This is an optimization exercise on Yosys and OpenROAD, whose aim is small area, a short achievable clock period and few clock cycles per item, not a production implementation.
Where RTL was checked, it was by simulation tests only, not by an equivalence proof against the original.
Function not checked in run 4: the RTL went through the layout flow alone.
Power figures rest on the tool's default switching activity, not on a simulated workload.

File: flow/design.v
module can_frame_parser (
    input  wire        clk,
    input  wire        rst,
    input  wire        in_valid,
    output wire        in_ready,
    input  wire [10:0] in_id,
    input  wire [3:0]  in_dlc,
    input  wire [63:0] in_data,
    output wire        rd_valid,
    input  wire        rd_ready,
    output wire        rd_last,
    output reg  [7:0]  rd_field,
    output reg  [1:0]  rd_kind,
    output wire [16:0] rd_raw,
    output reg  [1:0]  rd_scale,
    output wire [55:0] rd_text,
    output wire [2:0]  rd_textlen,
    output wire        tx_valid,
    output wire [10:0] tx_id,
    output wire [3:0]  tx_dlc,
    output wire [63:0] tx_data,
    output wire        done,
    output reg  [5:0]  fault_bits,
    output wire [15:0] fault_count
);
    localparam [1:0] SEL_IDLE = 2'd0, SEL_A = 2'd1, SEL_B = 2'd2, SEL_C = 2'd3;
    localparam [1:0] K_NUM = 2'd0, K_ONOFF = 2'd1, K_LABEL = 2'd2, K_TEXT = 2'd3;
    localparam [4:0] C_NONE = 5'd0,  C_DLC = 5'd1,  C_SHORT = 5'd2, C_282 = 5'd3,
                     C_381 = 5'd4,   C_382 = 5'd5,  C_481 = 5'd6,   C_PRA = 5'd7,
                     C_PRB = 5'd8,   C_PRC = 5'd9,  C_BAND = 5'd10, C_CONT = 5'd11,
                     C_OS0 = 5'd16;   
    localparam [4:0] P_NONE = 5'd0, P_282 = 5'd1, P_381 = 5'd2, P_382 = 5'd3,
                     P_481 = 5'd4, P_A1 = 5'd6, P_A3 = 5'd7,
                     P_B1 = 5'd8, P_C2 = 5'd9, P_C4 = 5'd10, P_C5 = 5'd11,
                     P_C6 = 5'd12, P_C8 = 5'd13, P_C9 = 5'd14, P_C14 = 5'd15,
                     P_OS0 = 5'd16;   
    reg [1:0]  sel;
    reg [3:0]  line;           
    reg        upload;
    reg        carry_valid;
    reg [7:0]  carry_byte;     
    reg [15:0] fc;
    assign fault_count = fc;
    reg        busy;
    reg [2:0]  idx;            
    reg        last;           
    reg [4:0]  plan;
    reg        skip1;          
    reg        txp;            
    reg [1:0]  tx_code;
    reg        cst;            
    reg [2:0]  tlen;
    reg [55:0] dat;            
    wire [7:0] d1 = dat[7:0],   d2 = dat[15:8],  d3 = dat[23:16], d4 = dat[31:24];
    wire [7:0] d5 = dat[39:32], d6 = dat[47:40], d7 = dat[55:48];
    wire [7:0] i0 = in_data[7:0], i1 = in_data[15:8], i2 = in_data[23:16], i3 = in_data[31:24];
    wire       st_id = (in_id == 11'h1c1);
    reg  [4:0] in_cls;
    always @* begin
        in_cls = C_NONE;
        if (in_dlc > 4'd8)
            in_cls = C_DLC;
        else if (in_id == 11'h282)
            in_cls = (in_dlc < 4'd3) ? C_SHORT : C_282;
        else if (in_id == 11'h381)
            in_cls = (in_dlc < 4'd6) ? C_SHORT : C_381;
        else if (in_id == 11'h382)
            in_cls = (in_dlc < 4'd3) ? C_SHORT : C_382;
        else if (in_id == 11'h481)
            in_cls = (in_dlc < 4'd7) ? C_SHORT : C_481;
        else if (in_id == 11'h1c1 || in_id == 11'h1c2 || in_id == 11'h1c3) begin
            if (in_dlc >= 4'd3 && i0 == 8'h41 && i1 == 8'h3f && i2 == 8'h50)
                in_cls = C_PRA;
            else if (in_dlc >= 4'd3 && i0 == 8'h41 && i1 == 8'h0f && i2 == 8'h34)
                in_cls = C_PRB;
            else if (in_dlc >= 4'd3 && i0 == 8'h41 && i1 == 8'h1d && i2 == 8'h50)
                in_cls = C_PRC;
            else if (in_dlc >= 4'd1 && i0[7:4] == 4'h4) begin
                if (in_dlc >= 4'd4 && i0 == 8'h43 && i1 == 8'h30 && i2 == 8'h20 && i3 == 8'h01)
                    in_cls = (in_dlc < 4'd6) ? C_SHORT : C_OS0 + 5'd3;
                else if (in_dlc >= 4'd4 && i0 == 8'h43 && i1 == 8'h30 && i2 == 8'h20 && i3 == 8'h02)
                    in_cls = (in_dlc < 4'd6) ? C_SHORT : C_OS0 + 5'd4;
                else if (in_dlc >= 4'd3 && i0 == 8'h4B && i1 == 8'h10 && i2 == 8'h20)
                    in_cls = (in_dlc < 4'd6) ? C_SHORT : C_OS0 + 5'd0;
                else if (in_dlc >= 4'd3 && i0 == 8'h4B && i1 == 8'h11 && i2 == 8'h20)
                    in_cls = (in_dlc < 4'd6) ? C_SHORT : C_OS0 + 5'd1;
                else if (in_dlc >= 4'd3 && i0 == 8'h43 && i1 == 8'h20 && i2 == 8'h20)
                    in_cls = (in_dlc < 4'd6) ? C_SHORT : C_OS0 + 5'd2;
                else if (in_dlc >= 4'd3 && i0 == 8'h4F && i1 == 8'h40 && i2 == 8'h20)
                    in_cls = (in_dlc < 4'd5) ? C_SHORT : C_OS0 + 5'd5;
                else
                    in_cls = C_BAND;
            end else if (in_dlc >= 4'd1 && (i0 == 8'h00 || i0 == 8'h10))
                in_cls = C_CONT;
        end
    end
    wire dge2 = in_dlc >= 4'd2, dge4 = in_dlc >= 4'd4, dge6 = in_dlc >= 4'd6, dge8 = in_dlc >= 4'd8;
    reg [4:0] n_plan;
    reg       hard;
    reg [5:0] fbits;
    reg       n_tx;
    reg [1:0] n_code;       
    reg [1:0] n_sel;
    reg [3:0] n_line;
    reg       n_upload;
    reg       n_cv;
    reg       n_cst;
    always @* begin
        n_plan   = P_NONE;
        hard     = 1'b0;
        fbits    = 6'd0;
        n_tx     = 1'b0;
        n_code   = 2'd0;
        n_sel    = sel;
        n_line   = line;
        n_upload = upload;
        n_cv     = carry_valid;
        n_cst    = 1'b0;
        case (in_cls)
            C_DLC:   begin hard = 1'b1; fbits[1] = 1'b1; end
            C_SHORT: begin hard = 1'b1; fbits[0] = 1'b1; end
            C_282:   n_plan = P_282;
            C_381:   n_plan = P_381;
            C_382:   n_plan = P_382;
            C_481:   begin
                n_plan   = P_481;
                fbits[2] = i0 > 8'h0F;
                fbits[3] = i1 > 8'h1F;
            end
            C_PRA, C_PRB, C_PRC: begin
                n_sel    = (in_cls == C_PRA) ? SEL_A : (in_cls == C_PRB) ? SEL_B : SEL_C;
                n_line   = 4'd1;
                n_cv     = 1'b0;
                n_upload = 1'b0;
                if (st_id && in_cls == C_PRC) begin
                    n_upload = 1'b1;
                    n_tx     = 1'b1;
                end
            end
            C_CONT: begin
                if (sel != SEL_IDLE && line != 4'd15) n_line = line + 4'd1;
                case (sel)
                    SEL_A: begin
                        if (line == 4'd1) begin
                            if (!dge8) begin hard = 1'b1; fbits[0] = 1'b1; end
                            else n_plan = P_A1;
                        end else if (line == 4'd3) begin
                            if (!dge2) begin hard = 1'b1; fbits[0] = 1'b1; end
                            else n_plan = P_A3;
                        end
                    end
                    SEL_B: if (line == 4'd1) n_plan = P_B1;
                    SEL_C: begin
                        case (line)
                            4'd2: if (!dge6) begin hard = 1'b1; fbits[0] = 1'b1; end
                                  else n_plan = P_C2;
                            4'd4: if (!dge8) begin hard = 1'b1; fbits[0] = 1'b1; end
                                  else n_plan = P_C4;
                            4'd5: if (!dge8) begin hard = 1'b1; fbits[0] = 1'b1; end
                                  else begin
                                      n_plan = P_C5; fbits[4] = carry_valid;
                                      n_cv = 1'b1; n_cst = 1'b1;
                                  end
                            4'd6: if (!dge8) begin hard = 1'b1; fbits[0] = 1'b1; end
                                  else begin
                                      n_plan = P_C6; fbits[5] = !carry_valid;
                                      n_cv = 1'b0;
                                  end
                            4'd7: if (!dge8) begin hard = 1'b1; fbits[0] = 1'b1; end
                                  else begin
                                      fbits[4] = carry_valid;
                                      n_cv = 1'b1; n_cst = 1'b1;
                                  end
                            4'd8: if (!dge8) begin hard = 1'b1; fbits[0] = 1'b1; end
                                  else begin
                                      n_plan = P_C8; fbits[5] = !carry_valid;
                                      n_cv = 1'b1; n_cst = 1'b1;
                                  end
                            4'd9: if (!dge4) begin hard = 1'b1; fbits[0] = 1'b1; end
                                  else begin
                                      n_plan = P_C9; fbits[5] = !carry_valid;
                                      n_cv = 1'b0;
                                  end
                            4'd14: if (!dge4) begin hard = 1'b1; fbits[0] = 1'b1; end
                                  else n_plan = P_C14;
                            default: ;
                        endcase
                    end
                    default: ;
                endcase
                if (st_id && upload) begin
                    n_tx   = 1'b1;
                    n_code = i0[4] ? 2'd2 : 2'd1;
                end
            end
            default: begin
                if (in_cls == C_BAND || in_cls[4]) begin
                    n_sel  = SEL_IDLE;
                    n_line = 4'd0;
                    n_cv   = 1'b0;
                end
                if (in_cls[4]) n_plan = P_OS0 + {2'd0, in_cls[2:0]};
                if (st_id) n_upload = 1'b0;
            end
        endcase
    end
    reg [2:0] n_idx;
    reg       n_skip1;
    always @* begin
        n_idx   = 3'd0;
        n_skip1 = 1'b0;
        if (n_plan == P_481) begin
            n_skip1 = fbits[3];
            if (fbits[2]) n_idx = fbits[3] ? 3'd2 : 3'd1;
        end
        if ((n_plan == P_C6 || n_plan == P_C8 || n_plan == P_C9) && !carry_valid)
            n_idx = 3'd1;
    end
    function [2:0] lastslot(input [4:0] p);
        case (p)
            P_282, P_A1, P_C2, P_C4, P_C8, P_C9: lastslot = 3'd1;
            P_381, P_C5:                         lastslot = 3'd2;
            P_481:                               lastslot = 3'd5;
            P_C6:                                lastslot = 3'd4;
            default:                             lastslot = 3'd0;
        endcase
    endfunction
    reg [2:0] n_tlen;
    integer j;
    always @* begin
        n_tlen = 3'd0;
        for (j = 1; j < 8; j = j + 1)
            if (in_data[8*j +: 8] != 8'd0 && j < in_dlc) n_tlen = j[2:0];
    end
    wire has_rd = (plan != P_NONE);
    assign rd_valid = busy && has_rd;
    assign rd_last  = last;
    assign done     = busy && (!has_rd || (rd_ready && last));
    assign in_ready = !busy || done;
    wire   take     = in_valid && in_ready && !rst;
    wire [2:0] idx_nx = (idx == 3'd0 && skip1) ? 3'd2 : idx + 3'd1;
    reg [7:0] lo, hi;
    reg       sgn;      
    reg       s8;       
    always @* begin
        rd_field = 8'd0;
        rd_kind  = K_NUM;
        rd_scale = 2'd0;
        lo  = d7;
        hi  = 8'd0;
        sgn = 1'b0;
        s8  = 1'b0;
        case (plan)
            P_282: case (idx)
                3'd0: begin rd_field = 8'h01; lo = d7; end
                default: begin rd_field = 8'h02; lo = d1; hi = d2; sgn = 1'b1; rd_scale = 2'd2; end
            endcase
            P_381: begin
                rd_scale = 2'd2; sgn = 1'b1;
                case (idx)
                    3'd0: begin rd_field = 8'h03; lo = d7; hi = d1; end
                    3'd1: begin rd_field = 8'h04; lo = d2; hi = d3; end
                    default: begin rd_field = 8'h05; lo = d4; hi = d5; end
                endcase
            end
            P_382: begin rd_field = 8'h06; lo = d1; hi = d2; sgn = 1'b1; rd_scale = 2'd2; end
            P_481: case (idx)
                3'd0: begin rd_field = 8'h07; rd_kind = K_LABEL; lo = d7; end
                3'd1: begin rd_field = 8'h08; rd_kind = K_LABEL; lo = d1; end
                3'd2: begin rd_field = 8'h09; rd_kind = K_ONOFF; lo = {7'd0, d5[0]}; end
                3'd3: begin rd_field = 8'h0A; rd_kind = K_ONOFF; lo = {7'd0, d5[1]}; end
                3'd4: begin rd_field = 8'h0B; rd_kind = K_ONOFF; lo = {7'd0, d6[4]}; end
                default: begin rd_field = 8'h0C; rd_kind = K_ONOFF; lo = {7'd0, d6[0]}; end
            endcase
            P_A1: case (idx)
                3'd0: begin rd_field = 8'h10; lo = d5; rd_scale = 2'd1; end
                default: begin rd_field = 8'h11; lo = d6; hi = d7; sgn = 1'b1; rd_scale = 2'd2; end
            endcase
            P_A3: begin rd_field = 8'h12; lo = d1; s8 = 1'b1; end
            P_B1: begin rd_field = 8'h18; rd_kind = K_TEXT; end
            P_C2: begin
                sgn = 1'b1; rd_scale = 2'd2;
                case (idx)
                    3'd0: begin rd_field = 8'h20; lo = d2; hi = d3; end
                    default: begin rd_field = 8'h21; lo = d4; hi = d5; end
                endcase
            end
            P_C4: begin
                sgn = 1'b1; rd_scale = 2'd2;
                case (idx)
                    3'd0: begin rd_field = 8'h22; lo = d6; hi = d7; end
                    default: begin rd_field = 8'h23; lo = d4; hi = d5; end
                endcase
            end
            P_C5: begin
                sgn = 1'b1; rd_scale = 2'd2;
                case (idx)
                    3'd0: begin rd_field = 8'h24; lo = d1; hi = d2; end
                    3'd1: begin rd_field = 8'h25; lo = d3; hi = d4; end
                    default: begin rd_field = 8'h26; lo = d5; hi = d6; end
                endcase
            end
            P_C6: case (idx)
                3'd0: begin rd_field = 8'h27; lo = d1; hi = carry_byte; sgn = 1'b1; rd_scale = 2'd2; end
                3'd1: begin rd_field = 8'h28; lo = d2; hi = d3; end
                3'd2: begin rd_field = 8'h29; lo = d4; hi = d5; rd_scale = 2'd1; end
                3'd3: begin rd_field = 8'h2A; lo = d6; end
                default: begin rd_field = 8'h2B; lo = d7; end
            endcase
            P_C8: case (idx)
                3'd0: begin rd_field = 8'h2C; lo = d1; hi = carry_byte; rd_scale = 2'd1; end
                default: begin rd_field = 8'h2D; lo = d2; hi = d3; rd_scale = 2'd2; end
            endcase
            P_C9: begin
                rd_scale = 2'd3;
                case (idx)
                    3'd0: begin rd_field = 8'h2E; lo = d1; hi = carry_byte; end
                    default: begin rd_field = 8'h2F; lo = d2; hi = d3; end
                endcase
            end
            P_C14: begin rd_field = 8'h30; lo = d2; hi = d3; sgn = 1'b1; rd_scale = 2'd2; end
            default: if (plan[4]) begin
                rd_field = {5'b10000, plan[2:0]};
                lo = d4;
                case (plan[2:0])
                    3'd0, 3'd1: begin hi = d5; sgn = 1'b1; rd_scale = 2'd2; end
                    3'd5:       ;
                    default:    hi = d5;
                endcase
            end
        endcase
    end
    assign rd_raw     = s8 ? {{9{lo[7]}}, lo} : {sgn & hi[7], hi, lo};
    assign rd_text    = dat;
    assign rd_textlen = tlen;
    assign tx_valid = txp;
    assign tx_id    = 11'h241;
    assign tx_dlc   = 4'd8;
    assign tx_data  = {56'd0, 6'b101000, tx_code};
    wire        fault  = fbits != 6'd0;
    wire [15:0] fc_inc = (fc == 16'hFFFF) ? fc : fc + 16'd1;
    wire        single = (in_cls == C_282) || (in_cls == C_381) || (in_cls == C_481);
    always @(posedge clk) begin
        if (in_ready) begin
            plan       <= hard ? P_NONE : n_plan;
            skip1      <= n_skip1;
            idx        <= n_idx;
            last       <= (n_idx == lastslot(n_plan));
            tx_code    <= n_code;
            cst        <= n_cst && !hard;
            tlen       <= n_tlen;
            fault_bits <= fbits;
            dat        <= {single ? i0 : in_data[63:56], in_data[55:8]};
        end else if (rd_valid && rd_ready) begin
            idx  <= idx_nx;
            last <= (idx_nx == lastslot(plan));
        end
        if (done && cst) carry_byte <= d7;
        if (rst) begin
            busy        <= 1'b0;
            txp         <= 1'b0;
            sel         <= SEL_IDLE;
            line        <= 4'd0;
            upload      <= 1'b0;
            carry_valid <= 1'b0;
            fc          <= 16'd0;
        end else begin
            if (in_ready) busy <= in_valid;
            txp <= take && n_tx && !hard;
            if (take) begin
                if (fault) fc <= fc_inc;
                if (!hard) begin
                    sel         <= n_sel;
                    line        <= n_line;
                    upload      <= n_upload;
                    carry_valid <= n_cv;
                end
            end
        end
    end
endmodule
File: flow/run.sh
#!/bin/bash
# synth_recipe.tcl (not shown) runs the flow's synth.tcl, then flattens the netlist and writes it again
# the make line also repeats each setting of config.mk as NAME=value (left out here)
make -C /OpenROAD-flow-scripts/flow DESIGN_CONFIG=/design/flow/config.mk WORK_HOME=/design/flow/orfs CLKGATE_MAP_FILE= SYNTH_SCRIPT=/design/flow/synth_recipe.tcl finish
File: flow/config.mk
export PLATFORM = sky130hd
export DESIGN_NAME = can_frame_parser
export DESIGN_NICKNAME = can_frame_parser
export VERILOG_FILES = /design/flow/design.v
export SDC_FILE = /design/flow/constraint.sdc
export NUM_CORES = 4
export LEC_CHECK = 0
export CAP_MARGIN = 20
export CORE_MARGIN = 2
export CORE_UTILIZATION = 40
export PLACE_DENSITY = 0.6
export SLEW_MARGIN = 20
File: flow/constraint.sdc
create_clock -name core_clock -period 6.0 [get_ports {clk}]
set_input_delay 1.2000 -clock core_clock [delete_from_list [all_inputs] [get_ports {clk}]]
set_output_delay 1.2000 -clock core_clock [all_outputs]
set_load 0.01 [all_outputs]
==> summary.md, run 1 <==
| Metric | Value |
|---|---|
| CTS tree | built |
| Maxcap violations | 0 |
| Die W | 163 um |
| Register area share after synthesis | 31.4% |
| Sequential Power Share | 41.0% |
| Post-synthesis xor/xnor area fraction | roughly 1.9% |
| Critical path peak fanout | 13 |
| Yosys cell types | 92 |
| Synth Instances | around 1200 |
| Tot GR Track Use | 31.1% |
| Ys async rst share | 0% |
| Initial DRT Pass Iterations | 6 |
| Most frequent cell after synthesis | nand2_1 |
| Endpoints failing hold | 0 |
| Critical path endpoint category | output pin |
| Simple-gate share of the synthesized area | between 20% and 30% |
| Count of final setup violators | 0 |
| Worst Path Arrival | 4.45 ns |
| Via density | 6.20 |
| Critical path class | reg -> out |
| Status | complete, no violations |
| First-pass GRT wire length | between 60000 and 70000 um |
| Tot Pwr | 2.26 mW |
| Hold buffer count at cts | 0 |
| Startpoint types | flip-flop |
| Synth top area share | 25.7% |
| Leakage power | 4.77 nW |
| Final layout net count | between 1500 and 2000 |
| H-tree Lvls | 4 |
| RSZ-0062 raised after global routing | false |
| Worst path most repeated cell | nand2_1 |
| Ant diodes | 0 |
| # fillers | 2422 |
| Post-synthesis mux area share | under 10% |
| Initial antenna violation count | 0 |
| CP Cell Sequence | buf_4 > nor3_1 > nand2_1 > nor2_1 > or3_1 > nand2_1 > a32oi_1 > nand2_1 > o31ai_1 > clkdlybuf4s50_1 |
| TritonCTS Buffers | 17 |
| Worst slew margin | 24.4% |
| NetSw | 0.600 mW |
| GPL Wtd Cong | between 1 and 1.5 |
| Wire per inst | between 20 and 25 um |
| Detail Route Antenna Nets | 0 |
| Die area | roughly 26000 sq um |
| IO buf count | 198 |
| DR iter-0 viols | 1459 |
| Clock Sinks | 115 |
| Final period demand of the worst path | 5.65 ns |
| Int Power | 1.66 mW |
| Clock Skew | 0.0150 ns |
| Maximum clock path buffer count | 2 |
| CP peak stage delay | 0.65 ns |
| Final hold slack | roughly 0.53 ns |
| Commonest register cell after synthesis | edfxtp_1 |
| Synth Area in Adders | between 2 and 2.5% |
| Wirelength, routed | about 42000 um |
| Post-synth EDFFs | between 80 and 90 |
| Vias in the first global route | 10173 |
| Mean Syn Cell Area | 8.15 sq um |
| Setup Fix Bufs, Post-CTS | 0 |
| Via count | 11079 |
| Final period utilization | 94.1% |
| Final TNS setup | 0 ns |
| Post-synthesis compound-gate area fraction | approximately a quarter |
| Setup ws final | 0.352 ns |
| Main combinational cell family by area after synthesis | compound AO/OA/AOI/OAI gates |
| Largest net degree at the start of global routing | 48 |
| Clock Power Share | around 47% |
| Worst reg-to-reg path cell count | 11 |
| Comb pwr share | 12.1% |
| Area contributors post-synth | edfxtp_1 (26%), buf_4 (5.8%), dfxtp_1 (5.8%) |
| Initial Utilization | about two fifths |
| Critical Path RT | 4.80 ns |
| Number of I/O pins | 277 |
| Max IR drop VDD | 133 uV |
| Net Sw Frac | a little over a quarter |
| F_max | 0.177 GHz |
| Pre-CTS WS | ~0.56 ns |
| Slowest cell on crit path | nor3_1 |
| Hpwl dp | 32100 um |
| Post-CTS Resized | 0 |
| Hold crit path type | reg -> reg |
| DRC violations left | 0 |
| Worst-Margin Slew | 1.13 ns |
| Final Non-Filler Cells | approximately 1800 |
| Die Height | 163 um |
| Yosys warns | 1 |
| Power Density | 174 nW/um^2 |
| Clock-pin slew on the worst setup and hold paths | about 0.060 ns |
| Synth cell count leaders | nand2_1 (137), nor2_1 (103), a21oi_1 (101) |
| Min-Delay Path Depth | 2 |
| Core Area | 25000 sq um |
| Clk Latency, worst-skew pair | 0.42 ns |
| Share of cells above drive strength 1 | between 10% and 20% |
| Max Slew Vio Count | 0 |
| Synth-to-layout area growth | 29.0% |
| Yosys top cell by area | edfxtp_1 |
| FF+latch count, synth | ~120 |
| FP Rows | 58 |
| Placed Instances | 1754 |
| Total congestion overflow | 0 |
| Synthesized cell area | around 10000 sq um |
| CTS root buf | clkbuf_16 |
flip-flops by register name (all words and copies together) (netlist names), named ones only:
signal	flops
line	4
last	1
carry_byte	8
skip1	1
upload	1
dat	56
carry_valid	1
busy	1
tx_code	2
fc	16
sel	2
fault_bits	6
cst	1
plan	5
idx	3
tlen	3
txp	1
layout make-up:
cell class / count / area, sq um / share of cell area [%]
clock buffers: 17 / 425 / 3.28
flip-flops and latches: 115 / 3160 / 24.4
inverters: 24 / 91.3 / 0.704
multi-input cells: 1024 / 6250 / 48.2
clock inverters: 15 / 180 / 1.39
repair buffers: 261 / 2450 / 18.9
well taps: 330 / 413 / 3.18
final timing paths:
check	start	endpoint	slack (ns)
max	plan[2]$_SDFFCE_PP0N_	rd_raw[9]	0.35
min	fc[12]$_SDFFE_PP0P_	fc[12]$_SDFFE_PP0P_	0.53
max reg2reg	plan[2]$_SDFFCE_PP0N_	fc[7]$_SDFFE_PP0P_	2.16
min reg2reg	fc[12]$_SDFFE_PP0P_	fc[12]$_SDFFE_PP0P_	0.53
per-layer routing:
layer	wire length (um)	vias up	share of wire [%]	track usage [%]
li1	-	5019	-	-
met1	17300	5233	41	41.8
met2	19400	720	46	49.9
met3	3700	107	8.8	4.71
met4	1620	0	3.8	13.3
met5	0	-	0	0
cells in the final DEF (no fill, tap or decap), drive strengths merged, types with 18 or more instances in the layout:
master         synthesis  routed
and3                  21      21
ha                    18      18
clkdlybuf4s50          0     198
dfxtp                 29      29
a22oi                 38      38
a21oi                104     104
a221oi                23      23
nand2                137     137
o21ai                 62      62
conb                   2      78
edfxtp                86      86
inv                   22      26
a31oi                 27      27
nor3                  33      33
nand3                 33      33
nor2                 103     103
nand4                 32      32
buf                   88      63
nor4                  28      28
nor2b                 21      21
worst max-delay path: cells and delay by family (launching register included):
kind	cells	cell delay, ns
flops	1	0.58
compound gates	2	0.48
buf+inv	2	0.88
simple gates	6	2.08
cells by family (layout without fill, tap and decap cells):
group                      after synthesis  after routing
and+or+nand+nor                        487            487
AOI/OAI and AO/OA                      391            391
buffers and inverters                  171            317
DFF                                    115            115
muxes                                   28             28
xor gates and xnor gates                22             22
adders and majority gates               18             18
other                                    2             78
power groups by stage:
| stage | sequential [mW] | combinational [mW] | clock, mW |
|---|---|---|---|
| 5_1_grt | 0.929 | 0.292 | 1.11 |
| 3_5_place_dp | 0.942 | 0.270 | 0 |
| 4_1_cts | 0.925 | 0.271 | 1.07 |
| 6_report | 0.928 | 0.274 | 1.06 |
| 2_1_floorplan | 0.928 | 0.137 | 0 |
| 3_3_place_gp | 0.942 | 0.270 | 0 |
through the flow:
stage	util, %	instance area, sq um
6_report	52.0	13000
5_1_grt	52.0	13000
4_1_cts	52.0	13000
3_5_place_dp	49.5	12400
3_3_place_gp	49.5	12400
2_1_floorplan	-	10300
Testbench counts, summed over its fixed seeds: cycles 35,159, frames 20,000.
==> inputs of run 2 (changes only) <==
--- a/flow/config.mk
+++ b/flow/config.mk
@@ -5,6 +5,7 @@
 export SDC_FILE = /design/flow/constraint.sdc
 export NUM_CORES = 4
 export LEC_CHECK = 0
+export ABC_AREA = 1
 export CAP_MARGIN = 20
 export CORE_MARGIN = 2
 export CORE_UTILIZATION = 40
==> run 2 against run 1 <==
Hold slack got worse by 0.055 ns. Core utilization is 0.73 points lower. Sequential power down 0.5%. Final area increased by 2.9%. Synthesized cell count rose by 28%. Critical endpoint is now rd_raw[11]. Total power grew 2.6%. First-iteration DRC count is 12% higher. Critical path type unchanged. Register-to-register slack improved by 0.83 ns. Still clean.
==> summary.md, run 2 <==
| Metric | Value |
|---|---|
| Sequential Power Share | 39.7% (-1.3 points) |
| Max IR drop VDD | 146 uV (+9.6%) |
| Hold buffer count at cts | 0 (unchanged) |
| NetSw | 0.624 mW (+4.1%) |
| Die Height | 167 um (+2.6%) |
| Yosys warns | 1 (unchanged) |
| Final period utilization | 93.7% (-0.42 points) |
| Main combinational cell family by area after synthesis | simple AND/OR/NAND/NOR gates |
| IO buf count | 198 (unchanged) |
| Startpoint types | flip-flop |
| Placed Instances | 2093 (+19%) |
| Hpwl dp | 33600 um (+4.8%) |
| Commonest non-fill, non-tap cells in the layout | nand2_1 (329), clkdlybuf4s50_1 (198), inv_1 (190) |
| Int Power | 1.70 mW (+2.1%) |
| Max Slew Vio Count | 0 (unchanged) |
| Critical path class | reg -> out |
| Post-synthesis mux area share | 0.106% (-2.8 points) |
| Die W | 167 um (+2.6%) |
| Pre-CTS WS | 0.319 ns (-0.239 ns) |
| Clock Skew | 0.0194 ns (+0.00439 ns) |
| Hold crit path type | reg -> reg |
| Clock Power Share | 48.3% (+1.5 points) |
| Leakage power | 5.68 nW (+19%) |
| Post-synthesis compound-gate area fraction | 20.7% (-5.9 points) |
| First-pass GRT wire length | 65400 um (+4.6%) |
| Share of cells above drive strength 1 | 8.04% (-2.2 points) |
| Via count | 11890 (+7.3%) |
| Largest regs | dat (56), fc (16), carry_byte (8) |
| Initial antenna violation count | 0 (unchanged) |
| Total congestion overflow | 0 (unchanged) |
| Tot GR Track Use | 30.3% (-0.82 points) |
| Yosys cell types | 62 (-33%) |
| Synth cell count leaders | nand2_1 (329), inv_1 (191), nor2_1 (188) |
| Post-CTS Resized | 0 (unchanged) |
| Critical path peak fanout | 11 (-2) |
| Wire per inst | 20.4 um (-13%) |
| Clk Latency, worst-skew pair | 0.43 ns (about the same) |
| Critical path endpoint category | output pin |
| GPL Wtd Cong | 0.998 (-0.49%) |
| Most frequent cell after synthesis | nand2_1 |
| F_max | 0.178 GHz (+0.45%) |
| Commonest non-fill, non-tap cell in the layout | nand2_1 |
| Largest register FFs | 56 (unchanged) |
| CTS root buf | clkbuf_16 |
| Reg with most FFs | dat |
| Clock Sinks | 115 (unchanged) |
| Number of I/O pins | 277 (unchanged) |
| Yosys top cell by area | edfxtp_1 |
| FP Rows | 59 (+1.7%) |
| Synth top area share | 24.4% (-1.3 points) |
| Synth Instances | 1583 (+28%) |
| Power Density | 174 nW/um^2 (-0.27%) |
| Via density | 5.60 (-9.8%) |
| Final period demand of the worst path | 5.62 ns (-0.0252 ns) |
| Post-synth EDFFs | 86 (unchanged) |
| Setup Fix Bufs, Post-CTS | 0 (unchanged) |
| DRC violations left | 0 (unchanged) |
| DR iter-0 viols | 1637 (+12%) |
| Wirelength, routed | 43400 um (+3.0%) |
| Initial Utilization | 40.7% (+0.40 points) |
| RSZ-0062 raised after global routing | false |
| Comb pwr share | 12.0% (about the same) |
| Area contributors post-synth | edfxtp_1 (24%), nand2_1 (12%), inv_1 (6.8%) |
| Ant diodes | 0 (unchanged) |
| Tot Pwr | 2.32 mW (+2.6%) |
| Maximum clock path buffer count | 2 (unchanged) |
| Mean Syn Cell Area | 6.70 sq um (-18%) |
| Synth Area in Adders | 2.12% (-0.12 points) |
| Core Area | 26100 sq um (+4.4%) |
| Synthesized cell area | 10600 sq um (+5.4%) |
| Register area share after synthesis | 29.8% (-1.6 points) |
| Synth-to-layout area growth | 25.9% |
| Endpoints failing hold | 0 (unchanged) |
| Worst Path Arrival | 4.42 ns (-0.03 ns) |
| Count of final setup violators | 0 (unchanged) |
| FF+latch count, synth | 115 (unchanged) |
| Net Sw Frac | 26.9% (+0.37 points) |
| Final TNS setup | 0 ns (unchanged) |
| Simple-gate share of the synthesized area | 31.1% (+5.8 points) |
| TritonCTS Buffers | 17 (unchanged) |
| Clock-pin slew on the worst setup and hold paths | 0.06 ns (about the same) |
| Final layout net count | 1878 (+22%) |
| Detail Route Antenna Nets | 0 (unchanged) |
| Setup ws final | 0.377 ns (+0.0252 ns) |
| Initial DRT Pass Iterations | 6 (unchanged) |
| Final Non-Filler Cells | 2125 (+19%) |
| Die area | 27800 sq um (+5.3%) |
| Status | complete, no violations |
| Commonest register cell after synthesis | edfxtp_1 |
| CTS tree | built |
| Largest net degree at the start of global routing | 67 (+40%) |
| # fillers | 2691 (+11%) |
| Post-synthesis xor/xnor area fraction | 1.16% (-0.76 points) |
| Ys async rst share | 0% (unchanged) |
| Worst-Margin Slew | 0.916 ns (-0.218 ns) |
| Vias in the first global route | 10908 (+7.2%) |
| H-tree Lvls | 4 (unchanged) |
| Worst slew margin | 38.7% (+14 points) |
| Critical Path RT | 4.80 ns (about the same) |
| Maxcap violations | 0 (unchanged) |
==> run 2: changes by cell type after synthesis, sizes merged, moves of 13 or more <==
cell	previous run	this run
a21oi	104	90
a221oi	23	9
a22oi	38	13
a31oi	27	7
and3	21	2
clkbuf	59	39
inv	22	212
mux2i	17	0
nand2	137	352
nand3	33	85
nor2	103	204
nor2b	21	0
nor4	28	15
o21ai	62	126
==> run 2: area by class of cell <==
type / count / area (sq um) / area share [%]
Tap cell: 335 / 419 / 3.14
Timing Repair Buffer: 225 / 2180 / 16.4
Multi-Input combinational cell: 1206 / 6160 / 46.1
Clock buffer: 17 / 425 / 3.19
Clock inverter: 15 / 205 / 1.54
Inverter: 212 / 800 / 5.99
Sequential cell: 115 / 3160 / 23.7
==> run 2: kinds of logic (layout without fill, tap and decap cells) <==
kind of cell / Yosys count / in the layout
compound gates: 351 / 351
xor+xnor: 14 / 14
fa+ha+maj: 18 / 18
buf+inv: 338 / 469
flops: 115 / 115
mux: 1 / 1
other cells: 2 / 78
simple gates: 744 / 744
==> run 2: final timing paths <==
kind / start / end / slack (ns) / cells past startpoint
max: plan[4]$_SDFFCE_PP0N_ / rd_raw[11] / 0.38 / 12
min: upload$_SDFFE_PP0P_ / upload$_SDFFE_PP0P_ / 0.48 / 2
max reg2reg: line[1]$_SDFFE_PP0P_ / fc[6]$_SDFFE_PP0P_ / 2.99 / 17
min reg2reg: upload$_SDFFE_PP0P_ / upload$_SDFFE_PP0P_ / 0.48 / 2
==> run 2: power groups by stage <==
stage / combinational [mW] / clock, mW / sequential, mW
after floorplan: 0.150 / 0 / 0.924
after global placement: 0.275 / 0 / 0.937
after detailed placement: 0.275 / 0 / 0.937
after CTS: 0.276 / 1.14 / 0.920
after global routing: 0.301 / 1.17 / 0.924
final: 0.278 / 1.12 / 0.923
==> run 2: worst max-delay path, stage by stage, from the launching register on <==
cell and delay [ns]:
edfxtp_1 0.59, inv_1 0.29, nand3_1 0.25, nor2_1 0.40, inv_1 0.40, nand2_1 0.20
nor2_1 0.05, and3_1 0.22, nor4_1 0.30, a32oi_1 0.18, nand2_1 0.35, nand3_1 0.23
clkdlybuf4s50_1 0.54
==> run 2: stage by stage <==
| stage | util [%] | hold slack, ns | cell area, sq um |
|---|---|---|---|
| 2_1_floorplan | - | 0.440 | 10900 |
| 3_3_place_gp | 48.8 | 0.470 | 12700 |
| 3_5_place_dp | 48.8 | 0.468 | 12700 |
| 4_1_cts | 51.2 | 0.476 | 13400 |
| 5_1_grt | 51.2 | 0.496 | 13400 |
| 6_report | 51.2 | 0.478 | 13400 |
==> run 2: per-layer routing <==
layer	up-vias	wire length, um	part of all wire, %	GRT usage (%)
met4	0	1200	2.8	9.78
met2	656	19300	44	47.5
met1	5491	19100	44	42.3
met5	-	0	0	0
met3	86	3760	8.7	5.39
li1	5657	-	-	-
==> inputs of run 3 (changes only) <==
==> flow/flow/run.sh (new file) <==
#!/bin/bash
# Standard ORFS layout with fast port buffers and free cell resizing:
#  - ports are buffered with buf_2 instead of the default delay-buffer cell
#  - the resizer may swap a cell for any cell of the same function
#    (MATCH_CELL_FOOTPRINT=0), not only same-footprint ones.
set -euo pipefail
bash standard.sh MATCH_CELL_FOOTPRINT=0 \
  "BUFFER_PORTS_ARGS=-buffer_cell sky130_fd_sc_hd__buf_2" \
  finish > standard.log 2>&1
==> flow/standard.sh (new file) <==
#!/bin/bash
# synth_recipe.tcl (not shown) runs the flow's synth.tcl, then flattens the netlist and writes it again
# the make line also repeats each setting of config.mk as NAME=value (left out here)
make -C /OpenROAD-flow-scripts/flow DESIGN_CONFIG=/design/flow/config.mk WORK_HOME=/design/flow/orfs CLKGATE_MAP_FILE= SYNTH_SCRIPT=/design/flow/synth_recipe.tcl "${@:-finish}"
--- a/flow/config.mk
+++ b/flow/config.mk
@@ -5,9 +5,9 @@
 export SDC_FILE = /design/flow/constraint.sdc
 export NUM_CORES = 4
 export LEC_CHECK = 0
-export ABC_AREA = 1
 export CAP_MARGIN = 20
 export CORE_MARGIN = 2
 export CORE_UTILIZATION = 40
 export PLACE_DENSITY = 0.6
+export SETUP_SLACK_MARGIN = 2
 export SLEW_MARGIN = 20
removed: flow/run.sh
==> run 3 against run 2 <==
Register-to-register slack worse by 0.71 ns. Highest routed layer is now met5. Area after synthesis down 5.1%. Clock skew shrank 0.0029 ns. Final area grew 5.5%. Non-clock buffer count up 116. Synthesized cell count is 22% lower. Clock power hardly changed. Core utilization is 5.2 points higher. Critical path depth up 4.
==> summary.md, run 3 <==
| Metric | Value |
|---|---|
| Pre-CTS WS | 0.828 ns (+0.510 ns) |
| H-tree Lvls | 4 (unchanged) |
| Final hold slack | 0.525 ns (+0.0466 ns) |
| First-pass GRT wire length | 63800 um (-2.4%) |
| Critical path peak fanout | 7 (-4) |
| Commonest non-fill, non-tap cells in the layout | buf_2 (182), buf_4 (125), nand2_1 (123) |
| Hold crit path type | reg -> reg |
| Mean Syn Cell Area | 8.15 sq um (+22%) |
| Power Density | 163 nW/um^2 (-6.4%) |
| Reg with most FFs | dat |
| Total congestion overflow | 0 (unchanged) |
| Register area share after synthesis | 31.4% (+1.6 points) |
| Final TNS setup | 0 ns (unchanged) |
| Maximum clock path buffer count | 2 (unchanged) |
| Critical Path RT | 4.80 ns (about the same) |
| CP peak stage delay | 0.40 ns (-0.19 ns) |
| Synth cell count leaders | nand2_1 (137), nor2_1 (103), a21oi_1 (101) |
| Startpoint types | flip-flop |
| Final period demand of the worst path | 4.30 ns (-1.32 ns) |
| Yosys top cell by area | edfxtp_1 |
| FP Rows | 58 (-1.7%) |
| Yosys warns | 1 (unchanged) |
| Maxcap violations | 0 (unchanged) |
| Number of I/O pins | 277 (unchanged) |
| Clock Sinks | 115 (unchanged) |
| Most frequent cell after synthesis | nand2_1 |
| Clock Skew | 0.0165 ns (-0.00286 ns) |
| Core Area | 25000 sq um (-4.2%) |
| Synth top area share | 25.7% (+1.3 points) |
| Final Non-Filler Cells | 1869 (-12%) |
| Min-Delay Path Depth | 1 (-1) |
| Synth Instances | 1234 (-22%) |
| Setup ws final | 1.70 ns (+1.32 ns) |
| Hpwl dp | 30800 um (-8.4%) |
| DR iter-0 viols | 1543 (-5.7%) |
| TritonCTS Buffers | 17 (unchanged) |
| Yosys cell types | 92 (+48%) |
| Clk Latency, worst-skew pair | 0.42 ns (about the same) |
| Largest regs | dat (56), fc (16), carry_byte (8) |
| IO buf count | 198 (unchanged) |
| Via count | 11757 (-1.1%) |
| Tot GR Track Use | 31.6% (+1.3 points) |
| Die Height | 163 um (-2.5%) |
| Commonest non-fill, non-tap cell in the layout | buf_2 |
| RSZ-0062 raised after global routing | true |
| Max Slew Vio Count | 0 (unchanged) |
| GPL Wtd Cong | 1.03 (+2.8%) |
| Die W | 163 um (-2.5%) |
| Ys async rst share | 0% (unchanged) |
| Clock-pin slew on the worst setup and hold paths | 0.06 ns (about the same) |
| Worst slew margin | 5.26% (-33 points) |
| Endpoints failing hold | 0 (unchanged) |
| Hold buffer count at cts | 0 (unchanged) |
| Synth-to-layout area growth | 40.1% |
| Worst-Margin Slew | 1.41 ns (+0.499 ns) |
| CTS root buf | clkbuf_16 |
| Worst reg-to-reg path cell count | 17 (unchanged) |
| CP delay by family, top | buffers and inverters |
| Final layout net count | 1625 (-13%) |
| Largest register FFs | 56 (unchanged) |
| Share of cells above drive strength 1 | 38.4% (+30 points) |
| CTS tree | built |
| Initial DRT Pass Iterations | 8 (+2) |
| FF+latch count, synth | 115 (unchanged) |
| Count of final setup violators | 0 (unchanged) |
| F_max | 0.232 GHz (+31%) |
| Buf/Inv on CP | 7 (+4) |
| Detail Route Antenna Nets | 0 (unchanged) |
| Area post-placement | 11200 sq um (-12%) |
| Via density | 6.29 (+12%) |
| Area contributors post-synth | edfxtp_1 (26%), buf_4 (5.8%), dfxtp_1 (5.8%) |
| Initial Utilization | 40.3% (-0.40 points) |
| Vias in the first global route | 10602 (-2.8%) |
| Commonest register cell after synthesis | edfxtp_1 |
| Critical path class | reg -> out |
| Final period utilization | 71.7% (-22 points) |
| Initial antenna violation count | 1 (+1) |
| Crit. path cell count | 16 (+4) |
| Post-route cell area | 14100 sq um (+5.5%) |
| Slowest cell on crit path | edfxtp_1 |
| Worst Path Arrival | 3.10 ns (-1.32 ns) |
| Die area | 26400 sq um (-5.0%) |
| Placed Instances | 1717 (-18%) |
| Synthesized cell area | 10100 sq um (-5.1%) |
| Critical path endpoint category | output pin |
| DRC violations left | 0 (unchanged) |
| Leakage power | 5.63 nW (-1.0%) |
| CP Cell Sequence | inv_2 > ha_4 > buf_8 > clkinvlp_4 > nor2_4 > buf_12 > nor2_4 > buf_12 > clkbuf_4 > nand2_1 > nand3_2 > a221oi_2 > nand2_1 > a221oi_2 > a32oi_2 > buf_2 |
| Post-synth EDFFs | 86 (unchanged) |
| Largest net degree at the start of global routing | 67 (unchanged) |
| Status | complete, no violations |
| Wirelength, routed | 44000 um (+1.6%) |
| Max IR drop VDD | 169 uV (+16%) |
| Wire per inst | 23.6 um (+15%) |
## run 3: cell types whose count changed in the layout (fill, tap and decap cells not counted), moves of 98 or more
| cell | before | now |
|---|---|---|
| buf_4 | 27 | 125 |
| inv_1 | 190 | 15 |
| buf_2 | 0 | 182 |
| clkdlybuf4s50_1 | 198 | 0 |
| nor2_1 | 187 | 85 |
| nand2_1 | 329 | 123 |
## run 3: final timing paths
kind	to	slack, ns	start
max	rd_raw[0]	1.70	idx[1]$_DFFE_PP_
min	fc[7]$_SDFFE_PP0P_	0.52	fc[7]$_SDFFE_PP0P_
max reg2reg	last$_DFFE_PP_	2.28	line[1]$_SDFFE_PP0P_
min reg2reg	fc[7]$_SDFFE_PP0P_	0.52	fc[7]$_SDFFE_PP0P_
## run 3: cells by family after synthesis
group / synth area share (%)
adder cells (fa/ha/maj): 2.24
flip-flops: 31.4
AO/OA/AOI/OAI: 26.6
buffers and inverters: 9.45
AND/OR/NAND/NOR: 25.3
other: 0.0747
multiplexers: 2.92
XOR/XNOR: 1.92
## run 3: timing repair
action | 4_1_cts | 5_1_grt
cloned | 2 | 1
setup endpoints to repair | 64 | 52
buffers inserted | 72 | 43
resized for setup | 188 | 104
pin swaps | 68 | 55
## run 3: report_power, final
part	internal, mW	switching (mW)
clock	0.734	0.365
combinational	0.0960	0.163
sequential	0.877	0.0576
## run 3: layout make-up
cell class                 count  area (sq um)
clock inverter                14           210
tap                          330           413
timing repair buffer         341          2320
fill                        2304         10900
inverter                      24           111
clock buffer                  18           429
sequential                   115          3160
antenna                        2          5.00
multi-input combinational   1025          7430
## run 3: metrics by stage
step / power [mW] / utilization [%]
2_1_floorplan: 1.07 / -
3_3_place_gp: 1.16 / 44.9
3_5_place_dp: 1.16 / 44.9
4_1_cts: 2.28 / 53.2
5_1_grt: 2.36 / 56.4
6_report: 2.29 / 56.4
## run 3: routing by layer
metal / vias up / track usage (%) / part of all wire, %
li1: 5178 / - / -
met1: 5578 / 41.6 / 40
met2: 820 / 48.4 / 44
met3: 179 / 7.51 / 10
met4: 2 / 16.1 / 5.2
met5: - / 1.33 / 0.093
==> inputs of run 4 (changes only) <==
--- a/flow/design.v
+++ b/flow/design.v
@@ -239,98 +239,108 @@
     assign in_ready = !busy || done;
     wire   take     = in_valid && in_ready && !rst;
     wire [2:0] idx_nx = (idx == 3'd0 && skip1) ? 3'd2 : idx + 3'd1;
-    reg [7:0] lo, hi;
+    localparam [1:0] H_NEXT = 2'd0, H_CB = 2'd1, H_ZERO = 2'd2, H_SEXT = 2'd3;
+    reg [2:0] k;
+    reg [1:0] hm;
     reg       sgn;      
-    reg       s8;       
+    reg       bitm;     
+    reg [7:0] fbase;
     always @* begin
-        rd_field = 8'd0;
+        k     = 3'd1;
+        hm    = H_NEXT;
+        sgn   = 1'b0;
+        bitm  = 1'b0;
+        fbase = 8'd0;
         rd_kind  = K_NUM;
         rd_scale = 2'd0;
-        lo  = d7;
-        hi  = 8'd0;
-        sgn = 1'b0;
-        s8  = 1'b0;
         case (plan)
-            P_282: case (idx)
-                3'd0: begin rd_field = 8'h01; lo = d7; end
-                default: begin rd_field = 8'h02; lo = d1; hi = d2; sgn = 1'b1; rd_scale = 2'd2; end
-            endcase
+            P_282: begin
+                fbase = 8'h01;
+                if (idx[0]) begin k = 3'd1; sgn = 1'b1; rd_scale = 2'd2; end
+                else begin k = 3'd7; hm = H_ZERO; end
+            end
             P_381: begin
-                rd_scale = 2'd2; sgn = 1'b1;
-                case (idx)
-                    3'd0: begin rd_field = 8'h03; lo = d7; hi = d1; end
-                    3'd1: begin rd_field = 8'h04; lo = d2; hi = d3; end
-                    default: begin rd_field = 8'h05; lo = d4; hi = d5; end
-                endcase
+                fbase = 8'h03; sgn = 1'b1; rd_scale = 2'd2;
+                k = (idx == 3'd0) ? 3'd7 : (idx == 3'd1) ? 3'd2 : 3'd4;
             end
-            P_382: begin rd_field = 8'h06; lo = d1; hi = d2; sgn = 1'b1; rd_scale = 2'd2; end
-            P_481: case (idx)
-                3'd0: begin rd_field = 8'h07; rd_kind = K_LABEL; lo = d7; end
-                3'd1: begin rd_field = 8'h08; rd_kind = K_LABEL; lo = d1; end
-                3'd2: begin rd_field = 8'h09; rd_kind = K_ONOFF; lo = {7'd0, d5[0]}; end
-                3'd3: begin rd_field = 8'h0A; rd_kind = K_ONOFF; lo = {7'd0, d5[1]}; end
-                3'd4: begin rd_field = 8'h0B; rd_kind = K_ONOFF; lo = {7'd0, d6[4]}; end
-                default: begin rd_field = 8'h0C; rd_kind = K_ONOFF; lo = {7'd0, d6[0]}; end
-            endcase
-            P_A1: case (idx)
-                3'd0: begin rd_field = 8'h10; lo = d5; rd_scale = 2'd1; end
-                default: begin rd_field = 8'h11; lo = d6; hi = d7; sgn = 1'b1; rd_scale = 2'd2; end
-            endcase
-            P_A3: begin rd_field = 8'h12; lo = d1; s8 = 1'b1; end
-            P_B1: begin rd_field = 8'h18; rd_kind = K_TEXT; end
-            P_C2: begin
-                sgn = 1'b1; rd_scale = 2'd2;
+            P_382: begin fbase = 8'h06; k = 3'd1; sgn = 1'b1; rd_scale = 2'd2; end
+            P_481: begin
+                fbase = 8'h07; hm = H_ZERO;
                 case (idx)
-                    3'd0: begin rd_field = 8'h20; lo = d2; hi = d3; end
-                    default: begin rd_field = 8'h21; lo = d4; hi = d5; end
-                endcase
+                    3'd0: begin k = 3'd7; rd_kind = K_LABEL; end
+                    3'd1: begin k = 3'd1; rd_kind = K_LABEL; end
+                    3'd2: begin k = 3'd5; rd_kind = K_ONOFF; bitm = 1'b1; end
+                    3'd3: begin k = 3'd2; rd_kind = K_ONOFF; bitm = 1'b1; end
+                    3'd4: begin k = 3'd3; rd_kind = K_ONOFF; bitm = 1'b1; end
+                    default: begin k = 3'd6; rd_kind = K_ONOFF; bitm = 1'b1; end
+                endcase
+            end
+            P_A1: begin
+                fbase = 8'h10;
+                if (idx[0]) begin k = 3'd6; sgn = 1'b1; rd_scale = 2'd2; end
+                else begin k = 3'd5; hm = H_ZERO; rd_scale = 2'd1; end
+            end
+            P_A3: begin fbase = 8'h12; k = 3'd1; hm = H_SEXT; end
+            P_B1: begin fbase = 8'h18; rd_kind = K_TEXT; end
+            P_C2: begin fbase = 8'h20; sgn = 1'b1; rd_scale = 2'd2; k = idx[0] ? 3'd4 : 3'd2; end
+            P_C4: begin fbase = 8'h22; sgn = 1'b1; rd_scale = 2'd2; k = idx[0] ? 3'd4 : 3'd6; end
+            P_C5: begin
+                fbase = 8'h24; sgn = 1'b1; rd_scale = 2'd2;
+                k = (idx == 3'd0) ? 3'd1 : (idx == 3'd1) ? 3'd3 : 3'd5;
             end
-            P_C4: begin
-                sgn = 1'b1; rd_scale = 2'd2;
+            P_C6: begin
+                fbase = 8'h27;
                 case (idx)
-                    3'd0: begin rd_field = 8'h22; lo = d6; hi = d7; end
-                    default: begin rd_field = 8'h23; lo = d4; hi = d5; end
+                    3'd0: begin k = 3'd1; hm = H_CB; sgn = 1'b1; rd_scale = 2'd2; end
+                    3'd1: begin k = 3'd2; end
+                    3'd2: begin k = 3'd4; rd_scale = 2'd1; end
+                    3'd3: begin k = 3'd6; hm = H_ZERO; end
+                    default: begin k = 3'd7; hm = H_ZERO; end
                 endcase
             end
-            P_C5: begin
-                sgn = 1'b1; rd_scale = 2'd2;
-                case (idx)
-                    3'd0: begin rd_field = 8'h24; lo = d1; hi = d2; end
-                    3'd1: begin rd_field = 8'h25; lo = d3; hi = d4; end
-                    default: begin rd_field = 8'h26; lo = d5; hi = d6; end
-                endcase
+            P_C8: begin
+                fbase = 8'h2C;
+                if (idx[0]) begin k = 3'd2; rd_scale = 2'd2; end
+                else begin k = 3'd1; hm = H_CB; rd_scale = 2'd1; end
             end
-            P_C6: case (idx)
-                3'd0: begin rd_field = 8'h27; lo = d1; hi = carry_byte; sgn = 1'b1; rd_scale = 2'd2; end
-                3'd1: begin rd_field = 8'h28; lo = d2; hi = d3; end
-                3'd2: begin rd_field = 8'h29; lo = d4; hi = d5; rd_scale = 2'd1; end
-                3'd3: begin rd_field = 8'h2A; lo = d6; end
-                default: begin rd_field = 8'h2B; lo = d7; end
-            endcase
-            P_C8: case (idx)
-                3'd0: begin rd_field = 8'h2C; lo = d1; hi = carry_byte; rd_scale = 2'd1; end
-                default: begin rd_field = 8'h2D; lo = d2; hi = d3; rd_scale = 2'd2; end
-            endcase
             P_C9: begin
-                rd_scale = 2'd3;
-                case (idx)
-                    3'd0: begin rd_field = 8'h2E; lo = d1; hi = carry_byte; end
-                    default: begin rd_field = 8'h2F; lo = d2; hi = d3; end
-                endcase
+                fbase = 8'h2E; rd_scale = 2'd3;
+                if (idx[0]) k = 3'd2;
+                else begin k = 3'd1; hm = H_CB; end
             end
-            P_C14: begin rd_field = 8'h30; lo = d2; hi = d3; sgn = 1'b1; rd_scale = 2'd2; end
+            P_C14: begin fbase = 8'h30; k = 3'd2; sgn = 1'b1; rd_scale = 2'd2; end
             default: if (plan[4]) begin
-                rd_field = {5'b10000, plan[2:0]};
-                lo = d4;
+                fbase = {5'b10000, plan[2:0]};
+                k = 3'd4;
                 case (plan[2:0])
-                    3'd0, 3'd1: begin hi = d5; sgn = 1'b1; rd_scale = 2'd2; end
-                    3'd5:       ;
-                    default:    hi = d5;
+                    3'd0, 3'd1: begin sgn = 1'b1; rd_scale = 2'd2; end
+                    3'd5:       hm = H_ZERO;
+                    default:    ;
                 endcase
             end
         endcase
+        rd_field = fbase + {5'd0, idx};
+    end
+    reg [7:0] lo_b, hi_b, lo, hi;
+    always @* begin
+        case (k)
+            3'd1: begin lo_b = d1; hi_b = d2; end
+            3'd2: begin lo_b = d2; hi_b = d3; end
+            3'd3: begin lo_b = d3; hi_b = d4; end
+            3'd4: begin lo_b = d4; hi_b = d5; end
+            3'd5: begin lo_b = d5; hi_b = d6; end
+            3'd6: begin lo_b = d6; hi_b = d7; end
+            default: begin lo_b = d7; hi_b = d1; end
+        endcase
+        lo = bitm ? {7'd0, lo_b[0]} : lo_b;
+        case (hm)
+            H_NEXT:  hi = hi_b;
+            H_CB:    hi = carry_byte;
+            H_ZERO:  hi = 8'd0;
+            default: hi = {8{lo[7]}};
+        endcase
     end
-    assign rd_raw     = s8 ? {{9{lo[7]}}, lo} : {sgn & hi[7], hi, lo};
+    assign rd_raw     = {sgn & hi[7] | (hm == H_SEXT) & lo[7], hi, lo};
     assign rd_text    = dat;
     assign rd_textlen = tlen;
     assign tx_valid = txp;
@@ -338,8 +348,8 @@
     assign tx_dlc   = 4'd8;
     assign tx_data  = {56'd0, 6'b101000, tx_code};
     wire        fault  = fbits != 6'd0;
-    wire [15:0] fc_inc = (fc == 16'hFFFF) ? fc : fc + 16'd1;
-    wire        single = (in_cls == C_282) || (in_cls == C_381) || (in_cls == C_481);
+    wire        single = (in_id == 11'h282) || (in_id == 11'h381) || (in_id == 11'h481);
+    wire        is481  = (in_id == 11'h481);
     always @(posedge clk) begin
         if (in_ready) begin
             plan       <= hard ? P_NONE : n_plan;
@@ -350,7 +360,9 @@
             cst        <= n_cst && !hard;
             tlen       <= n_tlen;
             fault_bits <= fbits;
-            dat        <= {single ? i0 : in_data[63:56], in_data[55:8]};
+            dat        <= {single ? i0 : in_data[63:56], in_data[55:25],
+                           is481 ? in_data[52] : in_data[24], in_data[23:17],
+                           is481 ? in_data[41] : in_data[16], in_data[15:8]};
         end else if (rd_valid && rd_ready) begin
             idx  <= idx_nx;
             last <= (idx_nx == lastslot(plan));
@@ -368,7 +380,7 @@
             if (in_ready) busy <= in_valid;
             txp <= take && n_tx && !hard;
             if (take) begin
-                if (fault) fc <= fc_inc;
+                if (fault && ~&fc) fc <= fc + 16'd1;
                 if (!hard) begin
                     sel         <= n_sel;
                     line        <= n_line;
--- a/flow/config.mk
+++ b/flow/config.mk
@@ -7,7 +7,7 @@
 export LEC_CHECK = 0
 export CAP_MARGIN = 20
 export CORE_MARGIN = 2
-export CORE_UTILIZATION = 40
+export CORE_UTILIZATION = 30
 export PLACE_DENSITY = 0.6
-export SETUP_SLACK_MARGIN = 2
+export SETUP_SLACK_MARGIN = 2.5
 export SLEW_MARGIN = 20
==> run 4 against run 3 <==
Non-clock buffer count increased by 64. Maximum frequency decreased by 7.5%. Register-to-register slack improved by 0.02 ns. First-iteration DRC count decreased by 31%. Critical path depth decreased by 3. Setup slack got worse by 0.35 ns. Final area about the same. Clock power decreased by 8%. Largest power group unchanged. Die area increased by 20%.
==> summary.md, run 4 <==
| Metric | Value |
|---|---|
| Clock Skew | 0.0261 ns (+0.00962 ns) |
| Critical Path RT | 4.80 ns (about the same) |
| CP Cell Sequence | buf_6 > buf_6 > nand2b_4 > o221a_4 > o21ai_2 > a21oi_2 > or3_4 > nor2b_4 > a222oi_1 > nand2_1 > a221oi_2 > nor2_2 > buf_2 |
| Final layout net count | 1497 (-7.9%) |
| RSZ-0062 raised after global routing | true |
| Die Height | 178 um (+9.4%) |
| Worst hold endpoint | fc[15]$_SDFFE_PP0P_ |
| Register area share after synthesis | 34.9% (+3.4 points) |
| Synthesized cell area | 9070 sq um (-9.9%) |
| Yosys cell types | 103 (+12%) |
| Endpoints failing hold | 0 (unchanged) |
| Final period utilization | 77.5% (+5.8 points) |
| Post-synth EDFFs | 86 (unchanged) |
| Clock Sinks | 115 (unchanged) |
| Synth cell count leaders | edfxtp_1 (86), nor2_1 (79), buf_4 (78) |
| Critical path peak fanout | 7 (unchanged) |
| Worst slew margin | 17.2% (+12 points) |
| Initial antenna violation count | 1 (unchanged) |
| Worst-Margin Slew | 1.23 ns (-0.181 ns) |
| Commonest non-fill, non-tap cell in the layout | buf_2 |
| Min-Delay Path Depth | 2 (+1) |
| Reg with most FFs | dat |
| Die W | 178 um (+9.4%) |
| Leakage power | 5.75 nW (+2.1%) |
| Startpoint types | flip-flop |
| Synth Instances | 1015 (-18%) |
| Ys async rst share | 0% (unchanged) |
| End of the worst register-to-register path | last$_DFFE_PP_ |
| Largest register FFs | 56 (unchanged) |
| Hpwl dp | 25200 um (-18%) |
| FP Rows | 63 (+8.6%) |
| # fillers | 2720 (+18%) |
| Clock-pin slew on the worst setup and hold paths | 0.06 ns (about the same) |
| IO buf count | 198 (unchanged) |
| Share of cells above drive strength 1 | 47.9% (+9.5 points) |
| Initial Utilization | 30.5% (-9.8 points) |
| Commonest non-fill, non-tap cells in the layout | buf_2 (174), buf_4 (143), edfxtp_1 (86) |
| Net Sw Frac | 26.9% (+1.4 points) |
| Wirelength, routed | 37800 um (-14%) |
| Sequential Power Share | 41.2% (+0.4 points) |
| Final TNS setup | 0 ns (unchanged) |
| Core Area | 29700 sq um (+19%) |
| DRC violations left | 0 (unchanged) |
| Status | complete, no violations |
| Worst path most repeated cell | buf_6 |
| F_max | 0.215 GHz (-7.5%) |
| FF+latch count, synth | 115 (unchanged) |
| Worst Setup SP | plan[0]$_SDFFCE_PP0N_ |
| Synth-to-layout area growth | 55.2% |
| Wire per inst | 21.1 um (-11%) |
| Number of I/O pins | 277 (unchanged) |
| Worst Path Arrival | 3.45 ns (+0.35 ns) |
| Largest net degree at the start of global routing | 72 (+7.5%) |
| CP peak stage delay | 0.53 ns (+0.13 ns) |
| Maximum clock path buffer count | 2 (unchanged) |
| Critical path class | reg -> out |
| Yosys warns | 1 (unchanged) |
| Commonest register cell after synthesis | edfxtp_1 |
| Tot GR Track Use | 22.6% (-9.0 points) |
| R2R setup slack | 2.30 ns (+0.02 ns) |
| TritonCTS Buffers | 17 (unchanged) |
| Final period demand of the worst path | 4.65 ns (+0.348 ns) |
| Largest regs | dat (56), fc (16), carry_byte (8) |
| Clock Power Share | 45.9% (-2.0 points) |
| Area contributors post-synth | edfxtp_1 (28%), buf_4 (6.5%), dfxtp_1 (6.4%) |
| Yosys top cell by area | edfxtp_1 |
| GPL Wtd Cong | 0.960 (-6.5%) |
| Worst reg-to-reg path cell count | 17 (unchanged) |
| Final Util | 47.4% (-9.1 points) |
| Mean Syn Cell Area | 8.93 sq um (+9.6%) |
| Detail Route Antenna Nets | 0 (unchanged) |
| Worst reg2reg path startpoint | line[0]$_SDFFE_PP0P_ |
| Total congestion overflow | 0 (unchanged) |
| Hold Path Origin | fc[15]$_SDFFE_PP0P_ |
| Max IR drop VDD | 189 uV (+12%) |
| Maxcap violations | 0 (unchanged) |
| Hold crit path type | reg -> reg |
| Comb pwr share | 12.9% (+1.6 points) |
| Die area | 31600 sq um (+20%) |
| CTS tree | built |
| Power Density | 157 nW/um^2 (-3.9%) |
| NetSw | 0.594 mW (+1.3%) |
| Via density | 5.68 (-9.7%) |
| Via count | 10197 (-13%) |
| Max Slew Vio Count | 0 (unchanged) |
| Synth top area share | 28.5% (+2.8 points) |
| Int Power | 1.61 mW (-5.7%) |
| H-tree Lvls | 4 (unchanged) |
| CTS root buf | clkbuf_16 |
| Most frequent cell after synthesis | edfxtp_1 |
| Vias in the first global route | 9414 (-11%) |
| Critical path endpoint category | output pin |
| DR iter-0 viols | 1069 (-31%) |
| Initial DRT Pass Iterations | 6 (-2) |
| Slowest cell on crit path | edfxtp_1 |
| Count of final setup violators | 0 (unchanged) |
| Hold buffer count at cts | 0 (unchanged) |
| First-pass GRT wire length | 54800 um (-14%) |
| Clk Latency, worst-skew pair | 0.43 ns (about the same) |
run 4: cell types whose count changed in the layout (fill, tap and decap cells not counted), moves of 21 or more:
| cell | before | now |
|---|---|---|
| a21oi_1 | 84 | 39 |
| a22oi_1 | 37 | 13 |
| buf_6 | 18 | 78 |
| nand2_1 | 123 | 62 |
| nand4_1 | 31 | 10 |
| nor2_1 | 85 | 62 |
run 4: worst max-delay path: cells and delay by family, from the launching register on:
family	cells	cell delay (ns)
buffers and inverters	3	0.42
AND/OR/NAND/NOR	5	0.97
flip-flops	1	0.53
AO/OA/AOI/OAI	5	1.11
run 4: worst max path at each step:
| stage | end | cells after the start |
|---|---|---|
| 2_1_floorplan | last$_DFFE_PP_ | 17 |
| 3_3_place_gp | last$_DFFE_PP_ | 19 |
| 3_5_place_dp | last$_DFFE_PP_ | 19 |
| 4_1_cts | rd_raw[12] | 16 |
| 5_1_grt | rd_raw[14] | 13 |
| 6_report | rd_raw[14] | 13 |
run 4: logic make-up (layout without fill, tap and decap cells):
family / count (synthesis) / after routing / share of synthesized area [%]
multiplexers: 34 / 34 / 3.92
AO/OA/AOI/OAI: 294 / 295 / 23.1
AND/OR/NAND/NOR: 383 / 386 / 24.0
buffers and inverters: 156 / 466 / 10.0
adder cells (fa/ha/maj): 22 / 22 / 3.12
flip-flops: 115 / 115 / 34.9
XOR/XNOR: 9 / 9 / 0.869
other: 2 / 79 / 0.0828
run 4: power groups by stage:
stage | sequential [mW] | combinational [mW] | clock, mW
floorplan | 0.918 | 0.140 | 0
global placement | 0.920 | 0.215 | 0
detailed placement | 0.920 | 0.215 | 0
CTS | 0.903 | 0.264 | 1.02
global route | 0.907 | 0.303 | 1.05
finish | 0.907 | 0.284 | 1.01
run 4: layer usage:
layer | up-vias | GRT usage, % | routed length, um
met5 | - | 0 | 0
met4 | 0 | 8.06 | 1250
met3 | 111 | 4.31 | 3430
met2 | 623 | 37.4 | 18300
met1 | 4937 | 29.4 | 14800
li1 | 4526 | - | -
run 4: layout make-up:
cell class / count / area [sq um] / share of cell area (%)
well taps: 390 / 488 / 3.47
flip-flops and latches: 115 / 3160 / 22.5
inverters: 29 / 118 / 0.836
repair buffers: 405 / 3010 / 21.4
clock inverters: 14 / 153 / 1.08
clock buffers: 18 / 429 / 3.05
diodes: 1 / 2.50 / 0.0178
multi-input cells: 824 / 6720 / 47.7
run 4: through the flow:
stage / power (mW) / hold WS (ns) / worst slack, ns / instances / cell area, sq um
after floorplan: 1.06 / 0.449 / 1.30 / 1091 / 9750
after global placement: 1.13 / 0.463 / 0.676 / 1568 / 10500
after detailed placement: 1.14 / 0.470 / 0.557 / 1568 / 10500
after CTS: 2.19 / 0.493 / 1.43 / 1748 / 13200
after global routing: 2.26 / 0.525 / 1.24 / 1796 / 14100
final: 2.20 / 0.493 / 1.35 / 1796 / 14100
run 4: timing repair:
action / 4_1_cts / 5_1_grt
resized for setup: 211 / 127
pin swaps: 103 / 103
gates cloned: 5 / 1
setup buffers: 143 / 46
setup endpoints to repair: 70 / 68

==> port drivers added, routing unchanged <==
In the flow no input, the clock included, has a driving cell. The finished layouts below were timed again as built, in two steps. Step 1 (the two cells are an assumption about what drives the block):
set clk [get_ports {clk}]
set_driving_cell -lib_cell sky130_fd_sc_hd__clkbuf_16 $clk
set_driving_cell -lib_cell sky130_fd_sc_hd__buf_2 [delete_from_list [all_inputs] $clk]
Step 2 adds t to the input delays and takes it off the output delays; t is the mean of the earliest and latest rising clock arrival at the registers after step 1. Input paths then give back, and output paths get back, about the clock's delay inside the block. a / b / c = ideal / step 1 / step 2; a / b = the first two.
run	shift t [ns]	setup slack, ns	worst setup path at the end
run 1	0.462	0.352 / 0.304 / 0.466	input to register
run 2	0.473	0.377 / 0.328 / 0.187	input to register
run 3	0.464	1.698 / 1.649 / 1.274	input to register
run 4	0.468	1.350 / 1.301 / 0.908	input to register
After both steps every run listed still meets setup and hold. The setup slack of run 4, which loses most, moves by -0.049 ns with the drivers and by -0.442 ns with both steps.
